This is an optimization exercise on Yosys and OpenROAD, whose aim is small area, a short achievable clock period and few clock cycles, not a production implementation.
Function was not checked in any run shown here: the RTL went through the layout flow alone.
Power figures rest on the tool's default switching activity, not on a simulated workload.

<file path="flow/run.sh">
#!/bin/bash
# The standard layout (the standard.sh, unchanged synthesis), with a timing
# repair target below the clock period, port buffers that are plain buffers,
# and cell sizing not held to the same footprint.
set -euo pipefail
bash standard.sh synth > synth.log 2>&1
bash standard.sh SETUP_SLACK_MARGIN=6.7 MATCH_CELL_FOOTPRINT=0 \
    "BUFFER_PORTS_ARGS=-buffer_cell sky130_fd_sc_hd__buf_1" finish > layout.log 2>&1
</file>
<file path="standard.sh">
#!/bin/bash
# synth_recipe.tcl (not shown) runs the flow's synth.tcl, then flattens the netlist and writes it again
# the make line also repeats each setting of config.mk as NAME=value (left out here)
make -C /OpenROAD-flow-scripts/flow DESIGN_CONFIG=/design/flow/config.mk WORK_HOME=/design/flow/orfs CLKGATE_MAP_FILE= SYNTH_SCRIPT=/design/flow/synth_recipe.tcl "${@:-finish}"
</file>
<file path="config.mk">
export PLATFORM = sky130hd
export DESIGN_NAME = rk_gpio
export DESIGN_NICKNAME = rk_gpio
export VERILOG_FILES = /design/flow/design.v
export SDC_FILE = /design/flow/constraint.sdc
export NUM_CORES = 8
export LEC_CHECK = 0
export CAP_MARGIN = 20
export CORE_MARGIN = 2
export CORE_UTILIZATION = 50
export CTS_BUF_LIST = sky130_fd_sc_hd__clkbuf_16
export CTS_CLUSTER_DIAMETER = 100
export CTS_CLUSTER_SIZE = 20
export SLEW_MARGIN = 20
</file>
<file path="constraint.sdc">
create_clock -name core_clock -period 10.0 [get_ports {clk}]
set_input_delay 2.0000 -clock core_clock [delete_from_list [all_inputs] [get_ports {clk}]]
set_output_delay 2.0000 -clock core_clock [all_outputs]
set_load 0.01 [all_outputs]
</file>
<file path="design.v">
module rk_gpio (
    input              clk,
    input              rst,
    input              cmd_valid,
    output             cmd_ready,
    input      [31:0]  cmd_desc,
    input      [31:0]  cmd_data,
    output             rsp_valid,
    output     [2:0]   rsp_status,
    output     [31:0]  rsp_data,
    output             disp_valid,
    output     [7:0]   disp_irq,
    output             disp_exit,
    input      [63:0]  pad_in,
    output     [63:0]  pad_out,
    output     [63:0]  pad_oe,
    output     [63:0]  pull_en,
    output     [1:0]   bank_irq
);
    localparam ST_OK = 3'd0, ST_RANGE = 3'd1, ST_TRIG = 3'd2, ST_PULL = 3'd3,
               ST_MALFORMED = 3'd5, ST_INVREG = 3'd6, ST_GATED = 3'd7;
    wire [7:0]  op  = cmd_desc[31:24];
    wire [3:0]  fa  = cmd_desc[23:20];
    wire [3:0]  fz  = cmd_desc[19:16];
    wire [15:0] pin = cmd_desc[15:0];
    wire [7:0]  fb  = cmd_desc[15:8];
    wire [7:0]  fr  = cmd_desc[7:0];
    wire o_rd   = (op == 8'h01), o_wr  = (op == 8'h02), o_sb  = (op == 8'h03);
    wire o_wm   = (op == 8'h04) | (op == 8'h05);
    wire o_sdir = (op == 8'h10), o_slev = (op == 8'h11), o_glev = (op == 8'h12);
    wire o_pull = (op == 8'h13), o_trig = (op == 8'h14), o_req  = (op == 8'h15);
    wire o_toirq = (op == 8'h16);
    wire o_ien  = (op == 8'h20), o_idis = (op == 8'h21), o_iack = (op == 8'h22);
    wire o_wake = (op == 8'h23);
    wire o_dmx  = (op == 8'h30), o_susp = (op == 8'h40), o_res  = (op == 8'h41);
    wire o_reg  = o_rd | o_wr | o_sb;
    wire o_pin  = o_sdir | o_slev | o_glev | o_pull | o_trig | o_req | o_toirq |
                  o_ien | o_idis | o_iack | o_wake;
    wire known  = o_reg | o_wm | o_pin | o_dmx | o_susp | o_res;
    wire flag_a = o_sb | o_sdir | o_slev | o_wake;
    wire code_a = o_pull | o_trig | o_wm;
    wire hi_nz  = |pin[15:6];                             
    wire b_bad  = |fb[7:1];                               
    wire r_bad  = (|fr[7:4]) | (fr[3] & (|fr[2:0]));      
    wire z_ok   = (fz == 4'd0);
    wire a0     = (fa == 4'd0);
    wire a01    = ~(|fa[3:1]);
    wire p_ok   = z_ok & ~hi_nz;
    wire mal1 = ~known;
    wire mal2 = ~z_ok | (flag_a & ~a01) | (~flag_a & ~code_a & ~a0) | (o_wm & (fa >= 4'd3));
    wire mal3 = (o_dmx & (|fr)) | ((o_susp | o_res) & (|pin));
    wire inv  = (o_reg & (b_bad | r_bad)) | o_wm | (o_dmx & b_bad);
    wire rng  = o_pin & hi_nz;
    wire pul  = o_pull & (fa != 4'd0) & (fa != 4'd3);
    wire trg  = o_trig & (fa > 4'd4);
    wire a_rdok = o_rd & z_ok & a0 & ~b_bad;
    wire a_wrok = ((o_wr & a0) | (o_sb & a01)) & z_ok & ~b_bad;
    wire a_reg  = (a_rdok | a_wrok) & ~r_bad;
    wire a_sdir = o_sdir & p_ok & a01;
    wire a_slev = o_slev & p_ok & a01;
    wire a_glev = o_glev & p_ok & a0;
    wire a_pull = o_pull & p_ok & ((fa == 4'd0) | (fa == 4'd3));
    wire a_trig = o_trig & p_ok & (fa <= 4'd4);
    wire a_toirq = o_toirq & p_ok & a0;
    wire a_ien  = (o_ien | o_idis) & p_ok & a0;
    wire a_iack = o_iack & p_ok & a0;
    wire a_wake = o_wake & p_ok & a01;
    wire a_dmx  = o_dmx & z_ok & a0 & (fr == 8'd0) & ~b_bad;
    wire a_susp = o_susp & z_ok & a0 & (pin == 16'd0);
    wire a_res  = o_res & z_ok & a0 & (pin == 16'd0);
    wire [31:0] a_pm = 32'd1 << pin[4:0];
    reg        ready_q;          
    reg        v_q;              
    reg [1:0]  v_b;              
    reg        c_mal1, c_mal2, c_mal3, c_inv, c_rng, c_pul, c_trg;
    reg        c_rgok;           
    reg        c_pgok;           
    reg [7:0]  c_rd;             
    reg [8:0]  c_w;              
    reg        c_wall;           
    reg        c_glev, c_toirq, c_dmx, c_susp, c_res;
    reg        c_bank;
    reg        c_v, c_vity, c_vipl, c_vtm, c_cm;
    reg [31:0] dm;               
    wire        ld;              
    always @(posedge clk) begin
        if (ld) begin
            c_mal1  <= mal1;
            c_mal2  <= mal2;
            c_mal3  <= mal3;
            c_inv   <= inv;
            c_rng   <= rng;
            c_pul   <= pul;
            c_trg   <= trg;
            c_rgok  <= a_reg;
            c_pgok  <= a_sdir | a_slev | a_glev | a_pull | a_trig | a_ien | a_iack;
            c_rd    <= {8{a_rdok}} & {fr == 8'd8, fr == 8'd6, fr == 8'd5, fr == 8'd4,
                                      fr == 8'd3, fr == 8'd2, fr == 8'd1, fr == 8'd0};
            c_w     <= {a_wake, a_trig,
                        (a_wrok & (fr == 8'd7)) | a_iack,
                        (a_wrok & (fr == 8'd8)) | a_pull,
                        (a_wrok & (fr == 8'd5)) | a_trig,
                        (a_wrok & (fr == 8'd4)) | a_trig,
                        (a_wrok & (fr == 8'd3)) | a_ien,
                        (a_wrok & (fr == 8'd1)) | a_slev,
                        (a_wrok & (fr == 8'd0)) | a_sdir | a_trig};
            c_wall  <= o_wr;
            c_glev  <= a_glev;
            c_toirq <= a_toirq;
            c_dmx   <= a_dmx;
            c_susp  <= a_susp;
            c_res   <= a_res;
            c_bank  <= o_pin ? pin[5] : fb[0];
            c_v     <= ~o_trig & (o_ien | (~o_idis & fa[0]));    
            c_vity  <= o_reg ? fa[0] : (fa[2] | fa[1]);
            c_vipl  <= o_reg ? fa[0] : (fa[1] ^ fa[0]);
            c_vtm   <= fa[2];
            c_cm    <= o_wr | fa[0] | o_iack;
            dm      <= o_reg ? cmd_data : o_toirq ? {25'd0, 1'b1, pin[5:0]} : a_pm;
        end
    end
    reg [63:0] dir, dr, inten, inttype, intpol, pull, tmask, wake, saved, latch;
    reg [1:0]  clk_on;
    reg [63:0] env_q;            
    reg [63:0] s_prev;           
    reg [1:0]  sup;              
    reg        rst_q;            
    reg        eng_act;          
    reg        eng_acked;
    reg        rsp_v;
    reg [2:0]  rsp_st;
    reg [31:0] rsp_d;            
    reg        dsp_v, dsp_x;
    reg [5:0]  dsp_i;            
    reg [1:0]  birq_q;
    wire [63:0] pad = (dir & dr) | (~dir & env_q);
    wire [63:0] s   = ~(pad ^ intpol);
    wire [63:0] con = {{32{clk_on[1] & ~sup[1]}}, {32{clk_on[0] & ~sup[0]}}};
    wire [63:0] lte = latch | (con & inten & inttype & ~s_prev & s);
    wire [63:0] isr = inten & ((inttype & lte) | (~inttype & s));
    wire go    = v_q & ~eng_act;
    wire bon   = c_bank ? clk_on[1] : clk_on[0];       
    wire gchk  = c_rgok | c_pgok | c_dmx;
    wire gated = (gchk & ~bon) | (c_susp & ~(&clk_on));
    wire [2:0] ex_st = (c_mal1 | c_mal2 | c_mal3) ? ST_MALFORMED : c_inv ? ST_INVREG :
                       c_rng ? ST_RANGE : c_pul ? ST_PULL : c_trg ? ST_TRIG :
                       gated ? ST_GATED : ST_OK;
    wire x_dmx = go & c_dmx & bon;
    wire        rq = rst_q;
    wire [31:0] md    = {32{c_wall | rq}} | dm;                   
    wire [31:0] ce    = ({32{c_cm}} & dm) | {32{rq}};             
    wire [31:0] V_sh  = {32{~rq}} & (c_wall ? dm : {32{c_v}});
    wire [31:0] V_ity = {32{~rq}} & (c_wall ? dm : {32{c_vity}});
    wire [31:0] md_o  = {32{c_wall | rst}} | dm;
    wire [31:0] V_o   = {32{~rst}} & (c_wall ? dm : {32{c_v}});
    wire        dbank = eng_act ? dsp_i[5] : c_bank;
    wire [31:0] b_isr = c_bank ? isr[63:32] : isr[31:0];
    wire [31:0] ilr_s = dbank ? inttype[63:32] : inttype[31:0];
    reg  [31:0] below;
    integer k;
    always @* for (k = 0; k < 32; k = k + 1) below[k] = (k < dsp_i[4:0]);
    wire [31:0] cand   = eng_act ? (rsp_d & below) : b_isr;
    wire        dmx_go = x_dmx | eng_act;
    wire [31:0] t_any [0:5];
    wire [31:0] t_mul [0:5];
    wire [31:0] t_ex  [0:5];
    wire [4:0]  t_ix  [0:5][0:31];
    genvar g, h;
    generate
        for (h = 0; h < 32; h = h + 1) begin : leaf
            assign t_any[0][h] = cand[h];
            assign t_mul[0][h] = 1'b0;
            assign t_ex[0][h]  = ilr_s[h];
            assign t_ix[0][h]  = 5'd0;
        end
        for (g = 1; g <= 5; g = g + 1) begin : lvl
            for (h = 0; h < (32 >> g); h = h + 1) begin : node
                wire aH = t_any[g-1][2*h+1], aL = t_any[g-1][2*h];
                assign t_any[g][h] = aH | aL;
                assign t_mul[g][h] = t_mul[g-1][2*h+1] | t_mul[g-1][2*h] | (aH & aL);
                assign t_ex[g][h]  = aH ? t_ex[g-1][2*h+1] : t_ex[g-1][2*h];
                assign t_ix[g][h]  = aH ? (t_ix[g-1][2*h+1] | (5'd1 << (g-1))) : t_ix[g-1][2*h];
            end
            for (h = (32 >> g); h < 32; h = h + 1) begin : pad0
                assign t_any[g][h] = 1'b0;
                assign t_mul[g][h] = 1'b0;
                assign t_ex[g][h]  = 1'b0;
                assign t_ix[g][h]  = 5'd0;
            end
        end
    endgenerate
    wire       any   = t_any[5][0];
    wire       multi = t_mul[5][0];
    wire [4:0] top   = t_ix[5][0];
    wire       top_x = t_ex[5][0];
    wire [1:0] bsel = {c_bank & clk_on[1], ~c_bank & clk_on[0]};
    wire [1:0] r_dir = {2{c_rd[0]}} & bsel;
    wire [1:0] r_dr  = {2{c_rd[1]}} & bsel;
    wire [1:0] r_pad = {2{c_rd[2]}} & bsel;
    wire [1:0] r_ien = {2{c_rd[3]}} & bsel;
    wire [1:0] r_ity = {2{c_rd[4]}} & bsel;
    wire [1:0] r_ipl = {2{c_rd[5]}} & bsel;
    wire [1:0] r_isr = {2{c_rd[6] | c_dmx}} & bsel;
    wire [1:0] r_pul = {2{c_rd[7]}} & bsel;
    wire [1:0] r_lev = {2{c_glev}} & bsel;
    reg  [31:0] rval;
    reg         glev;
    integer j;
    always @* begin
        rval = 32'd0;
        glev = 1'b0;
        for (j = 0; j < 2; j = j + 1) begin
            rval = rval | ({32{r_dir[j]}} & dir[j*32 +: 32]) | ({32{r_dr[j]}} & dr[j*32 +: 32]) |
                          ({32{r_pad[j]}} & pad[j*32 +: 32]) | ({32{r_ien[j]}} & inten[j*32 +: 32]) |
                          ({32{r_ity[j]}} & inttype[j*32 +: 32]) | ({32{r_ipl[j]}} & intpol[j*32 +: 32]) |
                          ({32{r_isr[j]}} & isr[j*32 +: 32]) | ({32{r_pul[j]}} & pull[j*32 +: 32]);
            glev = glev | (r_lev[j] & (|(pad[j*32 +: 32] & dm)));
        end
    end
    wire [31:0] ex_d = rval | ({32{c_toirq}} & dm) | {31'd0, glev};
    wire [63:0] n_dir, n_dr, n_inten, n_inttype, n_intpol, n_pull, n_tmask,
                n_wake, n_saved, n_latch;
    wire [1:0]  n_clk_on, n_sup;
    generate
        for (g = 0; g < 2; g = g + 1) begin : gb
            wire sel   = v_b[g] & ~eng_act;
            wire gsel  = sel & clk_on[g];                 
            wire w_dir = (gsel & c_w[0]) | rst;
            wire w_dr  = (gsel & c_w[1]) | rst;
            wire w_ien = (gsel & c_w[2]) | rq;
            wire w_ity = (gsel & c_w[3]) | rq;
            wire w_ipl = (gsel & c_w[4]) | rq;
            wire w_pul = (gsel & c_w[5]) | rst;
            wire w_clr = (gsel & c_w[6]) | rq;
            wire w_tm  = (gsel & c_w[7]) | rq;
            wire w_wk  = (sel  & c_w[8]) | rq;
            wire susp  = go & c_susp & clk_on[g];
            wire res   = go & c_res;
            wire dmx   = x_dmx & (c_bank == g);
            wire [31:0] q_dir = dir[g*32 +: 32],   q_dr  = dr[g*32 +: 32];
            wire [31:0] q_ien = inten[g*32 +: 32], q_ity = inttype[g*32 +: 32];
            wire [31:0] q_ipl = intpol[g*32 +: 32], q_pul = pull[g*32 +: 32];
            wire [31:0] q_tm  = tmask[g*32 +: 32], q_wk  = wake[g*32 +: 32];
            wire [31:0] q_sv  = saved[g*32 +: 32], q_lte = lte[g*32 +: 32];
            wire [31:0] q_pad = pad[g*32 +: 32],   q_isr = isr[g*32 +: 32];
            wire [31:0] q_env = env_q[g*32 +: 32];
            wire [31:0] m_dir = {32{w_dir}} & md_o;
            wire [31:0] m_dr  = {32{w_dr}}  & md_o;
            wire [31:0] m_ien = {32{w_ien}} & md;
            wire [31:0] m_ity = {32{w_ity}} & md;
            wire [31:0] m_ipl = {32{w_ipl}} & md;
            wire [31:0] m_pul = {32{w_pul}} & md_o;
            wire [31:0] m_tm  = {32{w_tm}}  & md;
            wire [31:0] m_wk  = {32{w_wk}}  & md;
            wire [31:0] m_dmx = {32{dmx}} & q_isr & q_tm;
            wire [31:0] clr   = {32{w_clr}} & ce;
            wire [31:0] V_ipl = {32{~rq}} & (c_wall ? dm : c_vtm ? ~q_env : {32{c_vipl}});
            wire [31:0] d_icm = (m_ipl & V_ipl) | (~m_ipl & q_ipl);
            assign n_dir[g*32 +: 32]     = (m_dir & V_o)   | (~m_dir & q_dir);
            assign n_dr[g*32 +: 32]      = (m_dr  & V_o)   | (~m_dr  & q_dr);
            assign n_inttype[g*32 +: 32] = (m_ity & V_ity) | (~m_ity & q_ity);
            assign n_intpol[g*32 +: 32]  = (m_dmx & ~q_pad) | (~m_dmx & d_icm);
            assign n_pull[g*32 +: 32]    = (m_pul & V_o)   | (~m_pul & q_pul);
            assign n_tmask[g*32 +: 32]   = (m_tm & {32{c_vtm & ~rq}}) | (~m_tm & q_tm);
            assign n_wake[g*32 +: 32]    = (m_wk & V_sh) | (~m_wk & q_wk);
            assign n_inten[g*32 +: 32]   = susp ? q_wk :
                                           res  ? (q_sv | (q_isr & q_wk)) :
                                                  ((m_ien & V_sh) | (~m_ien & q_ien));
            assign n_saved[g*32 +: 32]   = (susp | rq) ? (q_ien & {32{~rq}}) : q_sv;
            assign n_latch[g*32 +: 32]   = ~clr & q_lte;
            assign n_clk_on[g] = rq | res | (susp ? (|q_wk) : clk_on[g]);
            assign n_sup[g]    = dmx;
        end
    endgenerate
    wire v_n   = ready_q ? cmd_valid : (v_q & ~go);
    wire bank_n = ld ? (o_pin ? pin[5] : fb[0]) : c_bank;
    wire eng_n = dmx_go & multi;
    assign ld  = ~(eng_act & v_q);
    always @(posedge clk) begin
        env_q  <= pad_in;
        s_prev <= s;
        rst_q  <= rst;
        birq_q <= (rst | rst_q) ? 2'b00 : {|isr[63:32], |isr[31:0]};
        dir <= n_dir;  dr <= n_dr;  inten <= n_inten;  inttype <= n_inttype;
        intpol <= n_intpol;  pull <= n_pull;  tmask <= n_tmask;  wake <= n_wake;
        saved <= n_saved;  latch <= n_latch;  clk_on <= n_clk_on;  sup <= n_sup;
        rsp_st <= eng_act ? ST_OK : ex_st;
        if (!eng_act)
            rsp_d  <= ex_d;
        dsp_x  <= top_x & ~(eng_act & eng_acked);
        dsp_i  <= {dbank, top};
        eng_acked <= (eng_act & eng_acked) | top_x;
        if (rst) begin
            ready_q <= 1'b1;
            v_q     <= 1'b0;
            v_b     <= 2'b00;
            eng_act <= 1'b0;
            rsp_v   <= 1'b0;
            dsp_v   <= 1'b0;
        end else begin
            v_q     <= v_n;
            v_b     <= {v_n & bank_n, v_n & ~bank_n};
            eng_act <= eng_n;
            ready_q <= ~(eng_n & v_n);
            rsp_v   <= (go & ~(x_dmx & multi)) | (eng_act & ~multi);
            dsp_v   <= dmx_go & any;
        end
    end
    assign cmd_ready  = ready_q;
    assign rsp_valid  = rsp_v;
    assign rsp_status = rsp_st;
    assign rsp_data   = rsp_d;
    assign disp_valid = dsp_v;
    assign disp_irq   = {2'b01, dsp_i};
    assign disp_exit  = dsp_x;
    assign pad_out    = dr;
    assign pad_oe     = dir;
    assign pull_en    = pull;
    assign bank_irq   = birq_q;
endmodule
</file>
==> results of run 1 <==
routing by layer:
metal / vias to the layer above / part of all wire / global-route usage
met4: 36 / 0.074 / 0.291
met2: 5148 / 0.37 / 0.682
met1: 23000 / 0.35 / 0.688
met3: 1294 / 0.20 / 0.313
met5: - / 0.0023 / 0.00982
li1: 18200 / - / -
layout by cell type, fill, tap and decap left out, types with 39 or more instances in the layout:
cell       synthesis  final
dfxtp_1          218    205
o22ai_1           64     63
clkbuf_2           2     82
nand4_1          105    105
nand2_1          280    272
a221oi_1          55     46
a22oi_1          155    154
mux2i_1           47     39
inv_1            118    153
xnor2_1           49     43
nor2b_1           82     76
mux2_2            54     43
clkbuf_16          0     55
nand3_1          107    106
buf_4              5    382
o21ai_0          392    376
a41oi_1           40     40
a21o_1            51     51
edfxtp_1         677    677
nor2_1           705    686
and3_1            49     40
a21oi_1          420    403
buf_1             33    266
logic make-up after synthesis:
kind of cell             share of synthesized area
AO/OA/AOI/OAI                                0.213
XOR/XNOR                                    0.0124
adder cells (fa/ha/maj)                   0.000553
buffers and inverters                       0.0401
flip-flops                                   0.546
multiplexers                                0.0245
other                                     0.000166
AND/OR/NAND/NOR                              0.163
synthesized netlist by cell type, types with 55 or more instances:
library cell / count
o22ai_1: 64
a21oi_1: 420
edfxtp_1: 677
inv_1: 118
nand2_1: 280
a22oi_1: 155
a221oi_1: 55
nor2_1: 705
nand3_1: 107
nor2b_1: 82
nand4_1: 105
dfxtp_1: 218
o21ai_0: 392
clkbuf_1: 277
how the worst min path moves through the flow:
stage	from	to	slack [ns]
after floorplan	eng_acked	dsp_x	0.40
after global placement	eng_acked	dsp_x	0.45
after detailed placement	eng_acked	dsp_x	0.43
after CTS	eng_acked	dsp_x	0.46
after global routing	eng_acked	dsp_x	0.46
final	eng_acked	dsp_x	0.46
power breakdown:
part / internal [mW] / leakage (nW) / switching, mW
clock network: 0.981 / 0.881 / 1.37
registers: 4.22 / 8.64 / 0.230
logic: 0.463 / 10.2 / 1.00
total: 5.66 / 19.8 / 2.60
stage by stage:
stage          setup WS (ns)  cell area [um2]
2_1_floorplan           6.35            45300
3_3_place_gp            5.33            48000
3_5_place_dp            5.25            48000
4_1_cts                 6.60            52000
5_1_grt                 6.55            53000
6_report                6.52            53100
layout make-up:
class                           instances  area, um2
Inverter                              119        454
Clock buffer                           52       1300
Tap cell                             1176       1470
Multi-Input combinational cell       3225      19800
Timing Repair Buffer                  785       5010
Sequential cell                       895      24700
Clock inverter                         44        219
Fill cell                            8051      36800
Antenna cell                           22       55.1
what timing repair did:
action                                  in CTS  in global routing
endpoints found under the setup margin     725                237
buffers inserted                           223                 69
cloned                                       6                  1
resized for setup                          213                151
hold endpoints to repair                     0                  0
pin swaps                                   23                 27
==> metrics.md, run 1 <==
| Metric | Value |
|---|---|
| Max cap viols | `0` |
| TritonCTS clock tree | `yes` |
| Status | `no timing/DRC/antenna violations` |
| DR pass1 iterations | `13` |
| Chip height | `approximately 300 um` |
| Post-DP HPWL | `~170000 um` |
| CTS sink count | `895` |
| DIE AREA | `92800 um2` |
| Final min period | `3.48 ns` |
| Top Family by Delay on Critical Path | `compound AO/OA/AOI/OAI gates` |
| Arr. time, crit path | `4.09 ns` |
| Vias/cell | `roughly 7.5` |
| GP Congestion | `1.09` |
| Worst Hold Slack | `about 0.46 ns` |
| DR WL/cell | `40.9 um` |
| Setup Total Neg Slack | `0 ns` |
| Share of the synthesized area in the top cell type | `0.450` |
| Final Util | `0.590` |
| Post-route insts no fill | `approximately 6300` |
| WP depth | `11` |
| Seq/Total Area, Yosys | `0.546` |
| CP peak stage delay | `0.49 ns` |
| Crit end category | `register` |
| Slowest cell on the critical path | `edfxtp_1` |
| Iteration-0 DRC Markers | `9932` |
| Share of cells above drive strength 1 | `0.173` |
| Setup slack, reg-to-reg | `6.52 ns` |
| CP most frequent cell | `buf_4` |
| Pwr Density | `156 nW/um2` |
| Crit path kind | `reg -> reg` |
| Data required, critical path | `between 10 and 15 ns` |
| Area Overhead vs Synth | `17.4%` |
| Buffers on Ports | `369` |
| Period utilization | `0.348` |
| Largest net degree at the start of global routing | `roughly 120` |
| Synth Register Bits | `895` |
| Final #Nets | `5210` |
| Rows | `110` |
| DR vias | `around 48000` |
| Post-Syn Area | `~45000 um2` |
| Clock buffer depth | `3` |
| Hold depth | `1` |
| H-tree depth | `2` |
| CP bufs+invs | `2` |
| Initial Util | `0.503` |
| Crit path cell chain | `buf_4, mux2_2, xnor2_1, a31o_2, a21o_1, a211oi_4, o211ai_1, a221oi_1, mux2i_1, buf_4, a32oi_1` |
| VDD IR max | `0.134 mV` |
| Vias in the first global route | `41900` |
| Gr usage total | `0.532` |
| ANT nets after route | `0` |
| DRC viols | `0` |
| Yosys cell types | `97` |
| First-pass GRT wire length | `342000 um` |
| Max Freq | `between 200 and 300 MHz` |
| PnR Total Power | `8.26 mW` |
| Reg2reg end | `dsp_x` |
| Final Hold Viols | `0` |
| CTS clk-pin slew, worst paths | `0.09 ns` |
| Initial antenna violation count | `17` |
| Slew Limit Fails | `0` |
| RSZ-0062 raised after global routing | `true` |
| Fraction of registers with async set/reset | `0` |
| Lkg Pwr | `19.8 nW` |
| WL final | `258000 um` |
| Core box area | `89900 um2` |
| R2r worst-path depth | `11` |
| Min-Delay Path Class | `reg -> reg` |
| Hold_buf cts | `0` |
| Synth area leaders | `edfxtp_1 (45%), dfxtp_1 (9.7%), nor2_1 (5.9%)` |
| Clk latency of the worst-skew pair | `0.70 ns` |
| Crit-path max FO | `6` |
| Max_slew headroom | `0.138` |
| Average size of a mapped cell | `9.90 um2` |
| Total grt overflow | `0` |
| Clk root buf | `clkbuf_16` |
| Worst slew pin tran | `1.28 ns` |
| Worst Setup EP | `dsp_x` |
| Cells after synthesis | `~4600` |
| Total CTS buffers | `51` |
| # IOs | `372` |
| Setup crit start kind | `register` |
| Most used DFF post-synth | `edfxtp_1` |
| Cells after DPL | `5901` |
| Syn nets | `4702` |
| Post-synth top area cell | `edfxtp_1` |
| Die width | `~300 um` |
| Number of synthesized flops with an enable pin | `677` |
| Post-Route Skew | `0.0391 ns` |
| Ys Warns | `1` |
| Final setup viols | `0` |
==> inputs of run 2 (changes only) <==
--- a/design.v
+++ b/design.v
@@ -124,8 +124,8 @@
     reg [63:0] env_q;            
     reg [63:0] s_prev;           
     reg [1:0]  sup;              
-    reg        rst_q;            
     reg        eng_act;          
+    reg        eng_idle;         
     reg        eng_acked;
     reg        rsp_v;
     reg [2:0]  rsp_st;
@@ -146,13 +146,12 @@
                        c_rng ? ST_RANGE : c_pul ? ST_PULL : c_trg ? ST_TRIG :
                        gated ? ST_GATED : ST_OK;
     wire x_dmx = go & c_dmx & bon;
-    wire        rq = rst_q;
+    wire        rq = rst;
     wire [31:0] md    = {32{c_wall | rq}} | dm;                   
     wire [31:0] ce    = ({32{c_cm}} & dm) | {32{rq}};             
     wire [31:0] V_sh  = {32{~rq}} & (c_wall ? dm : {32{c_v}});
     wire [31:0] V_ity = {32{~rq}} & (c_wall ? dm : {32{c_vity}});
-    wire [31:0] md_o  = {32{c_wall | rst}} | dm;
-    wire [31:0] V_o   = {32{~rst}} & (c_wall ? dm : {32{c_v}});
+    wire [31:0] S_sh  = md & V_sh;                                
     wire        dbank = eng_act ? dsp_i[5] : c_bank;
     wire [31:0] b_isr = c_bank ? isr[63:32] : isr[31:0];
     wire [31:0] ilr_s = dbank ? inttype[63:32] : inttype[31:0];
@@ -225,12 +224,12 @@
         for (g = 0; g < 2; g = g + 1) begin : gb
             wire sel   = v_b[g] & ~eng_act;
             wire gsel  = sel & clk_on[g];                 
-            wire w_dir = (gsel & c_w[0]) | rst;
-            wire w_dr  = (gsel & c_w[1]) | rst;
+            wire w_dir = (gsel & c_w[0]) | rq;
+            wire w_dr  = (gsel & c_w[1]) | rq;
             wire w_ien = (gsel & c_w[2]) | rq;
             wire w_ity = (gsel & c_w[3]) | rq;
             wire w_ipl = (gsel & c_w[4]) | rq;
-            wire w_pul = (gsel & c_w[5]) | rst;
+            wire w_pul = (gsel & c_w[5]) | rq;
             wire w_clr = (gsel & c_w[6]) | rq;
             wire w_tm  = (gsel & c_w[7]) | rq;
             wire w_wk  = (sel  & c_w[8]) | rq;
@@ -244,23 +243,23 @@
             wire [31:0] q_sv  = saved[g*32 +: 32], q_lte = lte[g*32 +: 32];
             wire [31:0] q_pad = pad[g*32 +: 32],   q_isr = isr[g*32 +: 32];
             wire [31:0] q_env = env_q[g*32 +: 32];
-            wire [31:0] m_dir = {32{w_dir}} & md_o;
-            wire [31:0] m_dr  = {32{w_dr}}  & md_o;
+            wire [31:0] m_dir = {32{w_dir}} & md;
+            wire [31:0] m_dr  = {32{w_dr}}  & md;
             wire [31:0] m_ien = {32{w_ien}} & md;
             wire [31:0] m_ity = {32{w_ity}} & md;
             wire [31:0] m_ipl = {32{w_ipl}} & md;
-            wire [31:0] m_pul = {32{w_pul}} & md_o;
+            wire [31:0] m_pul = {32{w_pul}} & md;
             wire [31:0] m_tm  = {32{w_tm}}  & md;
             wire [31:0] m_wk  = {32{w_wk}}  & md;
             wire [31:0] m_dmx = {32{dmx}} & q_isr & q_tm;
             wire [31:0] clr   = {32{w_clr}} & ce;
             wire [31:0] V_ipl = {32{~rq}} & (c_wall ? dm : c_vtm ? ~q_env : {32{c_vipl}});
             wire [31:0] d_icm = (m_ipl & V_ipl) | (~m_ipl & q_ipl);
-            assign n_dir[g*32 +: 32]     = (m_dir & V_o)   | (~m_dir & q_dir);
-            assign n_dr[g*32 +: 32]      = (m_dr  & V_o)   | (~m_dr  & q_dr);
+            assign n_dir[g*32 +: 32]     = ({32{w_dir}} & S_sh) | (~m_dir & q_dir);
+            assign n_dr[g*32 +: 32]      = ({32{w_dr}}  & S_sh) | (~m_dr  & q_dr);
             assign n_inttype[g*32 +: 32] = (m_ity & V_ity) | (~m_ity & q_ity);
             assign n_intpol[g*32 +: 32]  = (m_dmx & ~q_pad) | (~m_dmx & d_icm);
-            assign n_pull[g*32 +: 32]    = (m_pul & V_o)   | (~m_pul & q_pul);
+            assign n_pull[g*32 +: 32]    = ({32{w_pul}} & S_sh) | (~m_pul & q_pul);
             assign n_tmask[g*32 +: 32]   = (m_tm & {32{c_vtm & ~rq}}) | (~m_tm & q_tm);
             assign n_wake[g*32 +: 32]    = (m_wk & V_sh) | (~m_wk & q_wk);
             assign n_inten[g*32 +: 32]   = susp ? q_wk :
@@ -279,14 +278,12 @@
     always @(posedge clk) begin
         env_q  <= pad_in;
         s_prev <= s;
-        rst_q  <= rst;
-        birq_q <= (rst | rst_q) ? 2'b00 : {|isr[63:32], |isr[31:0]};
+        birq_q <= rst ? 2'b00 : {|isr[63:32], |isr[31:0]};
         dir <= n_dir;  dr <= n_dr;  inten <= n_inten;  inttype <= n_inttype;
         intpol <= n_intpol;  pull <= n_pull;  tmask <= n_tmask;  wake <= n_wake;
         saved <= n_saved;  latch <= n_latch;  clk_on <= n_clk_on;  sup <= n_sup;
         rsp_st <= eng_act ? ST_OK : ex_st;
-        if (!eng_act)
-            rsp_d  <= ex_d;
+        rsp_d  <= ({32{eng_idle}} & ex_d) | ({32{eng_act}} & rsp_d);
         dsp_x  <= top_x & ~(eng_act & eng_acked);
         dsp_i  <= {dbank, top};
         eng_acked <= (eng_act & eng_acked) | top_x;
@@ -295,12 +292,14 @@
             v_q     <= 1'b0;
             v_b     <= 2'b00;
             eng_act <= 1'b0;
+            eng_idle <= 1'b1;
             rsp_v   <= 1'b0;
             dsp_v   <= 1'b0;
         end else begin
             v_q     <= v_n;
             v_b     <= {v_n & bank_n, v_n & ~bank_n};
             eng_act <= eng_n;
+            eng_idle <= ~eng_n;
             ready_q <= ~(eng_n & v_n);
             rsp_v   <= (go & ~(x_dmx & multi)) | (eng_act & ~multi);
             dsp_v   <= dmx_go & any;
--- a/config.mk
+++ b/config.mk
@@ -7,7 +7,7 @@
 export LEC_CHECK = 0
 export CAP_MARGIN = 20
 export CORE_MARGIN = 2
-export CORE_UTILIZATION = 50
+export CORE_UTILIZATION = 55
 export CTS_BUF_LIST = sky130_fd_sc_hd__clkbuf_16
 export CTS_CLUSTER_DIAMETER = 100
 export CTS_CLUSTER_SIZE = 20
==> run 2 against run 1 <==
  * Critical path depth did not move
  * Global-route usage rose by 5.7 points
  * Clock skew rose by 0.0092 ns
  * Critical path type unchanged
==> metrics.md, run 2 <==
| Metric | Value |
|---|---|
| Setup WS pre-CTS | `5.07 ns (-0.178 ns)` |
| Area Overhead vs Synth | `14.1%` |
| Clk root buf | `clkbuf_16` |
| R2r startpoint | `dr[61]` |
| DR WL/cell | `41.1 um (+0.64%)` |
| Iteration-0 DRC Markers | `11100 (+12%)` |
| Worst slew pin tran | `1.30 ns (+0.0209 ns)` |
| Synth area leaders | `edfxtp_1 (30%), dfxtp_1 (20%), o21ai_0 (8.0%)` |
| Lkg Pwr | `17.8 nW (-9.8%)` |
| Most frequent cells in the layout | `o21ai_0 (693), edfxtp_1 (453), a21oi_1 (434)` |
| Crit-path max FO | `4 (-2)` |
| CTS sink count | `895 (unchanged)` |
| Ys Warns | `1 (unchanged)` |
| # IOs | `372 (unchanged)` |
| WL final | `259000 um (+0.31%)` |
| DRC viols | `0 (unchanged)` |
| Final setup viols | `0 (unchanged)` |
| Reg2reg end | `rsp_d[0]` |
| DR pass1 iterations | `14 (+1)` |
| Final #Nets | `5279 (+1.3%)` |
| Most used DFF post-synth | `edfxtp_1` |
| Max Freq | `278 MHz (-3.4%)` |
| Vias in the first global route | `44000 (+4.9%)` |
| Rows | `104 (-5.5%)` |
| Min setup slack post-route | `6.40 ns (-0.123 ns)` |
| Seq/Total Area, Yosys | `0.501 (-0.0447)` |
| Worst Setup EP | `rsp_d[0]` |
| Post-Syn Area | `44800 um2 (-0.97%)` |
| Share of cells above drive strength 1 | `0.156 (-0.0171)` |
| Status | `no timing/DRC/antenna violations` |
| Most common cell in the netlist | `o21ai_0` |
| Hold_buf cts | `0 (unchanged)` |
| Initial antenna violation count | `30 (+13)` |
| Gr usage total | `0.589 (+0.0568)` |
| Synth Register Bits | `895 (unchanged)` |
| Fillcell total | `6940 (-14%)` |
| ANT nets after route | `0 (unchanged)` |
| Data required, critical path | `10.55 ns (-0.06 ns)` |
| H-tree depth | `2 (unchanged)` |
| RSZ-0062 raised after global routing | `true` |
| Setup crit start kind | `register` |
| Number of synthesized flops with an enable pin | `453 (-33%)` |
| DIE AREA | `83700 um2 (-9.8%)` |
| Worst Hold Slack | `0.461 ns (+0.000384 ns)` |
| Average size of a mapped cell | `9.17 um2 (-7.3%)` |
| R2r worst-path depth | `11 (unchanged)` |
| Die width | `289 um (-5.1%)` |
| Pwr Density | `150 nW/um2 (-3.9%)` |
| Area of the multi-input gates | `21400 um2 (+8.2%)` |
| Post-DP HPWL | `169000 um (-3.4%)` |
| Final min period | `3.60 ns (+0.123 ns)` |
| Clk latency of the worst-skew pair | `0.69 ns (about the same)` |
| Post-Route Skew | `0.0483 ns (+0.00918 ns)` |
| Syn nets | `5016 (+6.7%)` |
| DR vias | `50500 (+6.0%)` |
| Crit path kind | `reg -> reg` |
| Total grt overflow | `0 (unchanged)` |
| Crit end category | `register` |
| TritonCTS clock tree | `yes` |
| Hold path start | `eng_acked` |
| Total CTS buffers | `50 (-2.0%)` |
| Largest net degree at the start of global routing | `77 (-36%)` |
| Vias/cell | `8.02 (+6.4%)` |
| Setup slack, reg-to-reg | `6.40 ns (-0.12 ns)` |
| Min-Delay Path Class | `reg -> reg` |
| Fraction of registers with async set/reset | `0 (unchanged)` |
| Initial Util | `0.556 (+0.0528)` |
| CP Launch Point | `dr[61]` |
| Arr. time, crit path | `4.15 ns (+0.06 ns)` |
| Buffers on Ports | `369 (unchanged)` |
| GP Congestion | `1.05 (-3.7%)` |
| Yosys cell types | `105 (+8.2%)` |
| Share of the synthesized area in the top cell type | `0.304 (-0.146)` |
| VDD IR max | `0.138 mV (+3.0%)` |
| Final Hold Viols | `0 (unchanged)` |
| Post-synth top area cell | `edfxtp_1` |
| Commonest non-fill, non-tap cell in the layout | `o21ai_0` |
| First-pass GRT wire length | `342000 um (about the same)` |
| Post-synth top cells | `o21ai_0 (712), nor2_1 (475), a21oi_1 (453), edfxtp_1 (453), dfxtp_1 (442)` |
| CTS clk-pin slew, worst paths | `0.09 ns (about the same)` |
| Chip height | `289 um (-5.1%)` |
| Period utilization | `0.360 (+0.0123)` |
| Max_slew headroom | `0.128 (-0.00938)` |
| Slew Limit Fails | `0 (unchanged)` |
| Clock buffer depth | `3 (unchanged)` |
| Max cap viols | `0 (unchanged)` |
| Core box area | `80500 um2 (-10%)` |
| Setup Total Neg Slack | `0 ns (unchanged)` |
| Register Area | `22800 um2 (-8.0%)` |
| Cells after synthesis | `4883 (+6.9%)` |
-- run 2: worst min path at each step --
stage                     slack, ns         to  cells past startpoint
after global placement         0.43  eng_acked                      2
after floorplan                0.42  eng_acked                      2
final                          0.46  eng_acked                      2
after global routing           0.52  eng_acked                      2
after CTS                      0.46  eng_acked                      2
after detailed placement       0.44  eng_acked                      2
-- run 2: cell families after synthesis --
kind of cell	after synthesis	share of synthesized area
compound gates	1837	0.256
xor+xnor	64	0.0125
fa+ha+maj	2	0.000559
buf+inv	460	0.0411
flops	895	0.501
mux	106	0.0266
other cells	2	0.000168
simple gates	1517	0.162
-- run 2: worst max-delay path, cell delays in order, from the launching register on --
cell and delay, ns:
dfxtp_1 0.32, buf_6 0.12, buf_4 0.19, mux2_2 0.39, a22o_1 0.26, a221oi_1 0.69, nand4_1 0.16, nor3_1 0.41
o22ai_1 0.16, nand2_1 0.29, o211ai_1 0.23, a22o_1 0.25
-- run 2: where the power goes --
group / internal [mW] / total [mW] / leakage, nW / switching, mW
Sequential: 4.02 / 4.20 / 8.29 / 0.185
Clock: 0.934 / 2.28 / 0.855 / 1.34
Combinational: 0.340 / 1.17 / 8.69 / 0.826
-- run 2: through the flow --
stage	instances	power (mW)	instance area (um2)	utilization
4_1_cts	6201	7.42	50200	0.623
6_report	6297	7.64	51100	0.634
3_5_place_dp	6064	5.23	47500	0.589
3_3_place_gp	6064	5.21	47500	0.589
5_1_grt	6260	7.69	51000	0.633
2_1_floorplan	4883	4.75	45200	-
-- run 2: area by class of cell --
cell class / instances / area share
Multi-Input combinational cell: 3531 / 0.420
Antenna cell: 50 / 0.00245
Tap cell: 1060 / 0.0260
Clock buffer: 51 / 0.0250
Sequential cell: 895 / 0.445
Timing Repair Buffer: 585 / 0.0718
Inverter: 83 / 0.00617
Clock inverter: 42 / 0.00362
-- run 2: routing by layer --
| layer | part of all wire | vias to the layer above | global-route usage |
|---|---|---|---|
| met5 | 0.0068 | - | 0.131 |
| met4 | 0.098 | 44 | 0.405 |
| met3 | 0.21 | 1804 | 0.396 |
| met2 | 0.36 | 6143 | 0.735 |
| met1 | 0.33 | 23600 | 0.703 |
| li1 | - | 18900 | - |
-- run 2: repair_timing --
| action | in CTS | in global routing |
|---|---|---|
| pin swaps | 11 | 15 |
| resized for setup | 352 | 114 |
| setup endpoints to repair | 975 | 332 |
| buffers inserted | 37 | 40 |
| gates cloned | 7 | 5 |
==> inputs of run 3 (changes only) <==
--- a/config.mk
+++ b/config.mk
@@ -7,7 +7,7 @@
 export LEC_CHECK = 0
 export CAP_MARGIN = 20
 export CORE_MARGIN = 2
-export CORE_UTILIZATION = 55
+export CORE_UTILIZATION = 50
 export CTS_BUF_LIST = sky130_fd_sc_hd__clkbuf_16
 export CTS_CLUSTER_DIAMETER = 100
 export CTS_CLUSTER_SIZE = 20
==> run 3 against run 2 <==
  * Still clean
  * Hold slack barely moved
  * Clock skew rose by 0.012 ns
  * Power hardly changed
  * Critical path type unchanged
  * Critical endpoint is now rsp_d[12]
==> metrics.md, run 3 <==
| Metric | Value |
|---|---|
| Hold_buf cts | `0 (unchanged)` |
| Crit-path max FO | `21 (+17)` |
| Final Hold Viols | `0 (unchanged)` |
| Syn nets | `5016 (unchanged)` |
| Adder-Cell Fraction of Synth Area | `0.000559 (unchanged)` |
| Most common cell in the netlist | `o21ai_0` |
| Crit path kind | `reg -> reg` |
| Largest net degree at the start of global routing | `113 (+47%)` |
| Fraction of registers with async set/reset | `0 (unchanged)` |
| Yosys cell types | `105 (unchanged)` |
| Clk latency of the worst-skew pair | `0.71 ns (+0.02 ns)` |
| Data required, critical path | `10.64 ns (+0.09 ns)` |
| Share of the synthesized area in the top cell type | `0.304 (unchanged)` |
| Iteration-0 DRC Markers | `10800 (-2.8%)` |
| # IOs | `372 (unchanged)` |
| CP peak stage delay | `0.65 ns (-0.04 ns)` |
| Initial Util | `0.506 (-0.0500)` |
| Slew Limit Fails | `0 (unchanged)` |
| Crit end category | `register` |
| RSZ-0062 raised after global routing | `true` |
| Most used DFF post-synth | `edfxtp_1` |
| Seq/Total Area, Yosys | `0.501 (unchanged)` |
| Internal power | `5.27 mW (-0.43%)` |
| CTS clk-pin slew, worst paths | `0.10 ns (about the same)` |
| Top Family by Delay on Critical Path | `buffers and inverters` |
| Vias/cell | `7.86 (-2.1%)` |
| Lkg Pwr | `18.0 nW (+0.77%)` |
| Vias in the first global route | `44200 (+0.31%)` |
| Worst Hold Slack | `0.461 ns (+0.000182 ns)` |
| Status | `no timing/DRC/antenna violations` |
| Slowest cell on the critical path | `a22o_1` |
| Max_slew headroom | `0.0912 (-0.0371)` |
| Pwr Density | `149 nW/um2 (-0.64%)` |
| DR pass1 iterations | `16 (+2)` |
| Crit path cell chain | `clkbuf_16, and3_1, buf_4, buf_4, a22o_1, a221oi_1, nand3_1, nor2_1, o221ai_1, nand2_1, nand2_1` |
| VDD IR max | `0.127 mV (-8.1%)` |
| Gr usage total | `0.567 (-0.0213)` |
| Synth area leaders | `edfxtp_1 (30%), dfxtp_1 (20%), o21ai_0 (8.0%)` |
| DRC viols | `0 (unchanged)` |
| Total CTS buffers | `50 (unchanged)` |
| Period utilization | `0.363 (+0.00239)` |
| Switching power | `2.37 mW (+0.77%)` |
| Final #Nets | `5275 (-0.076%)` |
| Xor and xnor area share after synthesis | `0.0125 (unchanged)` |
| Post-synth top area cell | `edfxtp_1` |
| Commonest non-fill, non-tap cell in the layout | `o21ai_0` |
| Post-DP HPWL | `175000 um (+3.7%)` |
| Combinational Power Share | `0.153 (about the same)` |
| Chip height | `303 um (+4.8%)` |
| H-tree depth | `2 (unchanged)` |
| GP Congestion | `1.11 (+5.3%)` |
| PnR Total Power | `7.64 mW (about the same)` |
| First-pass GRT wire length | `359000 um (+4.9%)` |
| CTS sink count | `895 (unchanged)` |
| Core box area | `88500 um2 (+9.9%)` |
| Clk pwr share | `0.298 (about the same)` |
| Compound-Gate Fraction of Synth Area | `0.256 (unchanged)` |
| Cells after synthesis | `4883 (unchanged)` |
| Ys Warns | `1 (unchanged)` |
| Switch share | `0.311 (+0.00255)` |
| Area Overhead vs Synth | `14.8%` |
| Setup crit start kind | `register` |
| Most frequent cells in the layout | `o21ai_0 (691), edfxtp_1 (453), a21oi_1 (439)` |
| Largest family of logic cells by synthesized area | `compound AO/OA/AOI/OAI gates` |
| Clock buffer depth | `3 (unchanged)` |
| Post-Syn Area | `44800 um2 (unchanged)` |
| DIE AREA | `92000 um2 (+9.9%)` |
| Clk root buf | `clkbuf_16` |
| Share of cells above drive strength 1 | `0.159 (+0.00321)` |
| Initial antenna violation count | `33 (+10%)` |
| Max cap viols | `0 (unchanged)` |
| DR vias | `50200 (-0.73%)` |
| Post-synth top cells | `o21ai_0 (712), nor2_1 (475), a21oi_1 (453), edfxtp_1 (453), dfxtp_1 (442)` |
| Average size of a mapped cell | `9.17 um2 (unchanged)` |
| Rows | `109 (+4.8%)` |
| TritonCTS clock tree | `yes` |
| Simple-gate portion of the synthesized area | `0.162 (unchanged)` |
| Number of synthesized flops with an enable pin | `453 (unchanged)` |
| CP bufs+invs | `3 (+1)` |
| Die width | `303 um (+4.8%)` |
| Synth Register Bits | `895 (unchanged)` |
| Final min period | `3.63 ns (+0.0239 ns)` |
| Mux contribution to synthesized area | `0.0266 (unchanged)` |
| Buffers on Ports | `369 (unchanged)` |
| Final setup viols | `0 (unchanged)` |
| DR WL/cell | `42.6 um (+3.7%)` |
| Max Freq | `276 MHz (-0.66%)` |
| Min-Delay Path Class | `reg -> reg` |
| Total grt overflow | `0 (unchanged)` |
| Setup Total Neg Slack | `0 ns (unchanged)` |
| Reg power frac | `0.550 (about the same)` |
| Worst slew pin tran | `1.36 ns (+0.0605 ns)` |
| Arr. time, crit path | `4.27 ns (+0.12 ns)` |
| ANT nets after route | `0 (unchanged)` |
| WL final | `272000 um (+5.1%)` |
| Post-Route Skew | `0.0603 ns (+0.0120 ns)` |
[run 3: cell counts after synthesis]
Identical to the previous run, type by type.
[run 3: cells by family after synthesis]
logic type      after synthesis
xor+xnor                     64
fa+ha+maj                     2
buf+inv                     460
compound gates             1837
flops                       895
simple gates               1517
mux                         106
other cells                   2
[run 3: what timing repair did]
| action | in CTS | in global routing |
|---|---|---|
| cloned | 8 | 4 |
| endpoints found under the hold margin | 0 | 0 |
| gates resized for setup | 395 | 151 |
| endpoints found under the setup margin | 1032 | 207 |
| setup buffers | 40 | 35 |
| pin swaps | 13 | 24 |
[run 3: power by group through the flow]
| stage | logic [mW] | registers (mW) | clock network, mW |
|---|---|---|---|
| floorplan | 0.567 | 4.19 | 0 |
| CTS | 1.03 | 4.18 | 2.21 |
| global route | 1.16 | 4.20 | 2.34 |
| finish | 1.17 | 4.20 | 2.27 |
| detailed placement | 0.958 | 4.28 | 0 |
| global placement | 0.950 | 4.28 | 0 |
[run 3: path summary, 6_finish.rpt]
check	start	end	slack, ns	depth (start not counted)
setup / recovery	clk_on[1]	rsp_d[12]	6.37	11
hold / removal	eng_acked	eng_acked	0.46	2
setup reg to reg	clk_on[1]	rsp_d[12]	6.37	11
hold reg to reg	eng_acked	eng_acked	0.46	2
[run 3: stage by stage]
step	worst slack [ns]	cells	util	instance area [um2]
after floorplan	6.37	4883	-	45200
after global placement	4.75	6167	0.538	47600
after detailed placement	4.75	6168	0.538	47600
after CTS	6.70	6309	0.570	50500
after global routing	6.64	6355	0.580	51300
final	6.37	6382	0.581	51400
[run 3: cell type report]
class / count / area, um2
well taps: 1165 / 1460
diodes: 34 / 85.1
clock inverters: 43 / 184
repair buffers: 580 / 3770
multi-input cells: 3532 / 21600
inverters: 83 / 312
flip-flops and latches: 895 / 22800
clock buffers: 50 / 1250
fillers: 8086 / 37100
[run 3: tightest hold or removal path: stages (launching register included)]
cell and delay (ns):
dfxtp_1 0.32, nand2_1 0.05, o21ai_1 0.06
[run 3: routing by layer]
layer,up-vias,share of wire,GRT usage
li1,18900,-,-
met1,23800,0.34,0.688
met3,1675,0.21,0.370
met2,5815,0.36,0.719
met4,44,0.091,0.372
met5,-,0.0048,0.0631
==> inputs of run 4 (changes only) <==
--- a/design.v
+++ b/design.v
@@ -123,9 +123,7 @@
     reg [1:0]  clk_on;
     reg [63:0] env_q;            
     reg [63:0] s_prev;           
-    reg [1:0]  sup;              
     reg        eng_act;          
-    reg        eng_idle;         
     reg        eng_acked;
     reg        rsp_v;
     reg [2:0]  rsp_st;
@@ -135,8 +133,7 @@
     reg [1:0]  birq_q;
     wire [63:0] pad = (dir & dr) | (~dir & env_q);
     wire [63:0] s   = ~(pad ^ intpol);
-    wire [63:0] con = {{32{clk_on[1] & ~sup[1]}}, {32{clk_on[0] & ~sup[0]}}};
-    wire [63:0] lte = latch | (con & inten & inttype & ~s_prev & s);
+    wire [63:0] lte = latch | (inten & inttype & ~s_prev & s);
     wire [63:0] isr = inten & ((inttype & lte) | (~inttype & s));
     wire go    = v_q & ~eng_act;
     wire bon   = c_bank ? clk_on[1] : clk_on[0];       
@@ -151,7 +148,6 @@
     wire [31:0] ce    = ({32{c_cm}} & dm) | {32{rq}};             
     wire [31:0] V_sh  = {32{~rq}} & (c_wall ? dm : {32{c_v}});
     wire [31:0] V_ity = {32{~rq}} & (c_wall ? dm : {32{c_vity}});
-    wire [31:0] S_sh  = md & V_sh;                                
     wire        dbank = eng_act ? dsp_i[5] : c_bank;
     wire [31:0] b_isr = c_bank ? isr[63:32] : isr[31:0];
     wire [31:0] ilr_s = dbank ? inttype[63:32] : inttype[31:0];
@@ -219,7 +215,7 @@
     wire [31:0] ex_d = rval | ({32{c_toirq}} & dm) | {31'd0, glev};
     wire [63:0] n_dir, n_dr, n_inten, n_inttype, n_intpol, n_pull, n_tmask,
                 n_wake, n_saved, n_latch;
-    wire [1:0]  n_clk_on, n_sup;
+    wire [1:0]  n_clk_on, no_edge;
     generate
         for (g = 0; g < 2; g = g + 1) begin : gb
             wire sel   = v_b[g] & ~eng_act;
@@ -255,11 +251,11 @@
             wire [31:0] clr   = {32{w_clr}} & ce;
             wire [31:0] V_ipl = {32{~rq}} & (c_wall ? dm : c_vtm ? ~q_env : {32{c_vipl}});
             wire [31:0] d_icm = (m_ipl & V_ipl) | (~m_ipl & q_ipl);
-            assign n_dir[g*32 +: 32]     = ({32{w_dir}} & S_sh) | (~m_dir & q_dir);
-            assign n_dr[g*32 +: 32]      = ({32{w_dr}}  & S_sh) | (~m_dr  & q_dr);
+            assign n_dir[g*32 +: 32]     = (m_dir & V_sh)  | (~m_dir & q_dir);
+            assign n_dr[g*32 +: 32]      = (m_dr  & V_sh)  | (~m_dr  & q_dr);
             assign n_inttype[g*32 +: 32] = (m_ity & V_ity) | (~m_ity & q_ity);
             assign n_intpol[g*32 +: 32]  = (m_dmx & ~q_pad) | (~m_dmx & d_icm);
-            assign n_pull[g*32 +: 32]    = ({32{w_pul}} & S_sh) | (~m_pul & q_pul);
+            assign n_pull[g*32 +: 32]    = (m_pul & V_sh)  | (~m_pul & q_pul);
             assign n_tmask[g*32 +: 32]   = (m_tm & {32{c_vtm & ~rq}}) | (~m_tm & q_tm);
             assign n_wake[g*32 +: 32]    = (m_wk & V_sh) | (~m_wk & q_wk);
             assign n_inten[g*32 +: 32]   = susp ? q_wk :
@@ -268,7 +264,7 @@
             assign n_saved[g*32 +: 32]   = (susp | rq) ? (q_ien & {32{~rq}}) : q_sv;
             assign n_latch[g*32 +: 32]   = ~clr & q_lte;
             assign n_clk_on[g] = rq | res | (susp ? (|q_wk) : clk_on[g]);
-            assign n_sup[g]    = dmx;
+            assign no_edge[g]  = dmx | ~clk_on[g];
         end
     endgenerate
     wire v_n   = ready_q ? cmd_valid : (v_q & ~go);
@@ -277,13 +273,14 @@
     assign ld  = ~(eng_act & v_q);
     always @(posedge clk) begin
         env_q  <= pad_in;
-        s_prev <= s;
+        s_prev <= s | {{32{no_edge[1]}}, {32{no_edge[0]}}};
         birq_q <= rst ? 2'b00 : {|isr[63:32], |isr[31:0]};
         dir <= n_dir;  dr <= n_dr;  inten <= n_inten;  inttype <= n_inttype;
         intpol <= n_intpol;  pull <= n_pull;  tmask <= n_tmask;  wake <= n_wake;
-        saved <= n_saved;  latch <= n_latch;  clk_on <= n_clk_on;  sup <= n_sup;
+        saved <= n_saved;  latch <= n_latch;  clk_on <= n_clk_on;
         rsp_st <= eng_act ? ST_OK : ex_st;
-        rsp_d  <= ({32{eng_idle}} & ex_d) | ({32{eng_act}} & rsp_d);
+        if (!eng_act)
+            rsp_d  <= ex_d;
         dsp_x  <= top_x & ~(eng_act & eng_acked);
         dsp_i  <= {dbank, top};
         eng_acked <= (eng_act & eng_acked) | top_x;
@@ -292,14 +289,12 @@
             v_q     <= 1'b0;
             v_b     <= 2'b00;
             eng_act <= 1'b0;
-            eng_idle <= 1'b1;
             rsp_v   <= 1'b0;
             dsp_v   <= 1'b0;
         end else begin
             v_q     <= v_n;
             v_b     <= {v_n & bank_n, v_n & ~bank_n};
             eng_act <= eng_n;
-            eng_idle <= ~eng_n;
             ready_q <= ~(eng_n & v_n);
             rsp_v   <= (go & ~(x_dmx & multi)) | (eng_act & ~multi);
             dsp_v   <= dmx_go & any;
==> run 4 against run 3 <==
  * Critical path depth unchanged
  * Still clean
  * Largest power group unchanged
  * Utilization up 1.3 points
  * Synthesized area grew 0.36%
==> metrics.md, run 4 <==
| Metric | Value |
|---|---|
| Status | `no timing/DRC/antenna violations` |
| VDD IR max | `0.137 mV (+8.3%)` |
| Final Hold Viols | `0 (unchanged)` |
| Area Overhead vs Synth | `17.3%` |
| Total grt overflow | `0 (unchanged)` |
| R2r startpoint | `eng_act` |
| Arr. time, crit path | `4.15 ns (-0.12 ns)` |
| Initial Util | `0.506 (about the same)` |
| DR vias | `45300 (-9.7%)` |
| Post-DP HPWL | `145000 um (-17%)` |
| Share of cells above drive strength 1 | `0.164 (+0.00490)` |
| Total CTS buffers | `51 (+2.0%)` |
| Worst Hold Slack | `0.474 ns (+0.0126 ns)` |
| GP Congestion | `1.05 (-4.9%)` |
| Clk root buf | `clkbuf_16` |
| Synth Register Bits | `892 (-0.34%)` |
| Crit-path max FO | `29 (+38%)` |
| TritonCTS clock tree | `yes` |
| Final min period | `3.60 ns (-0.0280 ns)` |
| Period utilization | `0.360 (-0.00280)` |
| Lkg Pwr | `19.1 nW (+6.5%)` |
| Synth area leaders | `edfxtp_1 (45%), dfxtp_1 (9.6%), nor2_1 (4.6%)` |
| Commonest non-fill, non-tap cell in the layout | `edfxtp_1` |
| Core box area | `88800 um2 (+0.31%)` |
| Vias in the first global route | `41000 (-7.1%)` |
| H-tree depth | `2 (unchanged)` |
| Reg2reg end | `rsp_v` |
| Largest net degree at the start of global routing | `83 (-27%)` |
| Max_slew headroom | `0.137 (+0.0457)` |
| Cells after synthesis | `4549 (-6.8%)` |
| Post-synth top area cell | `edfxtp_1` |
| ANT nets after route | `0 (unchanged)` |
| Slew Limit Fails | `0 (unchanged)` |
| Most frequent cells in the layout | `edfxtp_1 (677), nor2_1 (495), nand2_1 (377)` |
| Most common cell in the netlist | `edfxtp_1` |
| Rows | `109 (unchanged)` |
| Max Freq | `278 MHz (+0.78%)` |
| Buffers on Ports | `369 (unchanged)` |
| Seq/Total Area, Yosys | `0.548 (+0.0467)` |
| Yosys cell types | `96 (-8.6%)` |
| Setup slack, reg-to-reg | `6.40 ns (+0.03 ns)` |
| Setup crit start kind | `register` |
| Post-synth top cells | `edfxtp_1 (677), nor2_1 (551), nand2_1 (383), o21ai_0 (380), a21oi_1 (316)` |
| Hold depth | `2 (unchanged)` |
| DRC viols | `0 (unchanged)` |
| Final #Nets | `5107 (-3.2%)` |
| # IOs | `372 (unchanged)` |
| Share of the synthesized area in the top cell type | `0.452 (+0.149)` |
| Max cap viols | `0 (unchanged)` |
| Worst Hold End | `eng_acked` |
| Clock buffer depth | `3 (unchanged)` |
| Worst slew pin tran | `1.29 ns (-0.0686 ns)` |
| Clk latency of the worst-skew pair | `0.71 ns (about the same)` |
| Hold path start | `eng_acked` |
| Most used DFF post-synth | `edfxtp_1` |
| Setup Total Neg Slack | `0 ns (unchanged)` |
| Initial antenna violation count | `19 (-42%)` |
| Number of synthesized flops with an enable pin | `677 (+49%)` |
| CTS sink count | `892 (-0.34%)` |
| Final setup viols | `0 (unchanged)` |
| Hold_buf cts | `0 (unchanged)` |
| Iteration-0 DRC Markers | `8520 (-21%)` |
| R2r worst-path depth | `11 (unchanged)` |
| Ys Warns | `1 (unchanged)` |
| Post-Route Skew | `0.0457 ns (-0.0145 ns)` |
| Data required, critical path | `10.56 ns (-0.08 ns)` |
| DR pass1 iterations | `13 (-3)` |
| Die width | `304 um (+0.18%)` |
| Vias/cell | `7.32 (-6.8%)` |
| Chip height | `304 um (+0.18%)` |
| Syn nets | `4682 (-6.7%)` |
| DIE AREA | `92300 um2 (+0.36%)` |
| First-pass GRT wire length | `313000 um (-13%)` |
| Post-Syn Area | `44900 um2 (+0.36%)` |
| CTS clk-pin slew, worst paths | `0.10 ns (about the same)` |
| Crit end category | `register` |
| Average size of a mapped cell | `9.88 um2 (+7.7%)` |
| Crit path kind | `reg -> reg` |
| RSZ-0062 raised after global routing | `true` |
| DR WL/cell | `37.1 um (-13%)` |
| Min-Delay Path Class | `reg -> reg` |
| WL final | `230000 um (-16%)` |
| Fraction of registers with async set/reset | `0 (unchanged)` |
| Gr usage total | `0.479 (-0.0882)` |
| Pwr Density | `151 nW/um2 (+1.8%)` |
[run 4: cell families (layout without fill, tap and decap cells)]
group | count (synthesis) | in the layout | share of synthesized area
fa+ha+maj | 2 | 2 | 0.000557
compound gates | 1340 | 1340 | 0.193
other cells | 2 | 14 | 0.000167
simple gates | 1647 | 1652 | 0.173
mux | 137 | 137 | 0.0328
xor+xnor | 66 | 66 | 0.0134
buf+inv | 463 | 919 | 0.0391
flops | 892 | 892 | 0.548
[run 4: worst max-delay path: stages (launching register included)]
cell and delay [ns]:
dfxtp_4 0.42, buf_12 0.23, nor2_4 0.04, buf_6 0.26, o2111ai_4 0.22, o21ai_2 0.16
a221o_1 0.33, nor4_4 0.33, nor2_1 0.11, or3_1 0.39, or4_4 0.53, o31ai_4 0.39
[run 4: layer usage]
layer  up-vias  track usage  part of all wire
li1      17900            -                 -
met1     21900        0.603              0.34
met2      4366        0.669              0.40
met3      1144        0.198              0.17
met4        16        0.331             0.085
met5         -            0            0.0010
[run 4: final cells by class]
class / count / area [um2]
fill: 7773 / 36100
sequential: 892 / 24700
multi-input combinational: 3199 / 20100
timing repair buffer: 721 / 4570
tap: 1165 / 1460
clock buffer: 51 / 1280
inverter: 109 / 413
clock inverter: 38 / 171
antenna: 12 / 30.0
[run 4: how the worst max path moves through the flow]
| stage | end | startpoint |
|---|---|---|
| finish | rsp_v | eng_act |
| global route | rsp_v | register |
| CTS | pad_oe[38] | register |
| detailed placement | register | rst |
| global placement | register | rst |
| floorplan | c_res | cmd_desc[12] |
[run 4: repair_timing]
action | 4_1_cts | 5_1_grt
pin swaps | 24 | 11
gates cloned | 8 | 1
setup buffers | 187 | 56
gates resized for setup | 229 | 122
endpoints found under the setup margin | 978 | 294
[run 4: through the flow]
stage | cells | power, mW | area, um2 | setup slack, ns | utilization
finish | 6187 | 7.98 | 52700 | 6.40 | 0.594
global route | 6178 | 8.11 | 52700 | 6.41 | 0.593
CTS | 6118 | 7.83 | 51800 | 6.49 | 0.583
floorplan | 4549 | 5.02 | 45600 | 6.23 | -
global placement | 5834 | 5.52 | 48000 | 4.96 | 0.541
detailed placement | 5834 | 5.53 | 48000 | 4.88 | 0.541
[run 4: power breakdown]
part,internal (mW),switching [mW],leakage (nW)
Sequential,4.20,0.197,8.62
Clock,0.936,1.34,0.835
Combinational,0.427,0.880,9.69
Total,5.56,2.41,19.1

-- re-timing with driven ports --
Ports are ideal in the flow. The routed layouts listed here were re-timed in OpenROAD. Step 1 sets driving cells, clkbuf_16 on the clock port and buf_2 on the other inputs (assumed; they add their load-dependent delay and slew). Step 2 adds t to the input delays and takes it off the output delays; t is the mean of the earliest and latest rising clock arrival at the registers after step 1. Input paths then give back, and output paths get back, about the clock's delay inside the block. Slacks: ideal ports / drivers / drivers and shift; pairs: ideal ports / drivers.
run | t (ns) | setup WS [ns] | worst data-port slew with drivers (ns) | cell pins on the clock port's net
run 1 | 0.765 | 6.520 / 6.445 / 6.025 | 0.15 | 1
run 2 | 0.748 | 6.397 / 6.397 / 5.963 | 0.07 | 1
run 3 | 0.755 | 6.374 / 6.374 / 5.882 | 0.17 | 1
run 4 | 0.758 | 6.402 / 6.402 / 5.956 | 0.06 | 1
After both steps every run listed still meets setup and hold. The setup slack of run 1, which loses most, moves by -0.075 ns with the drivers and by -0.495 ns with both steps.
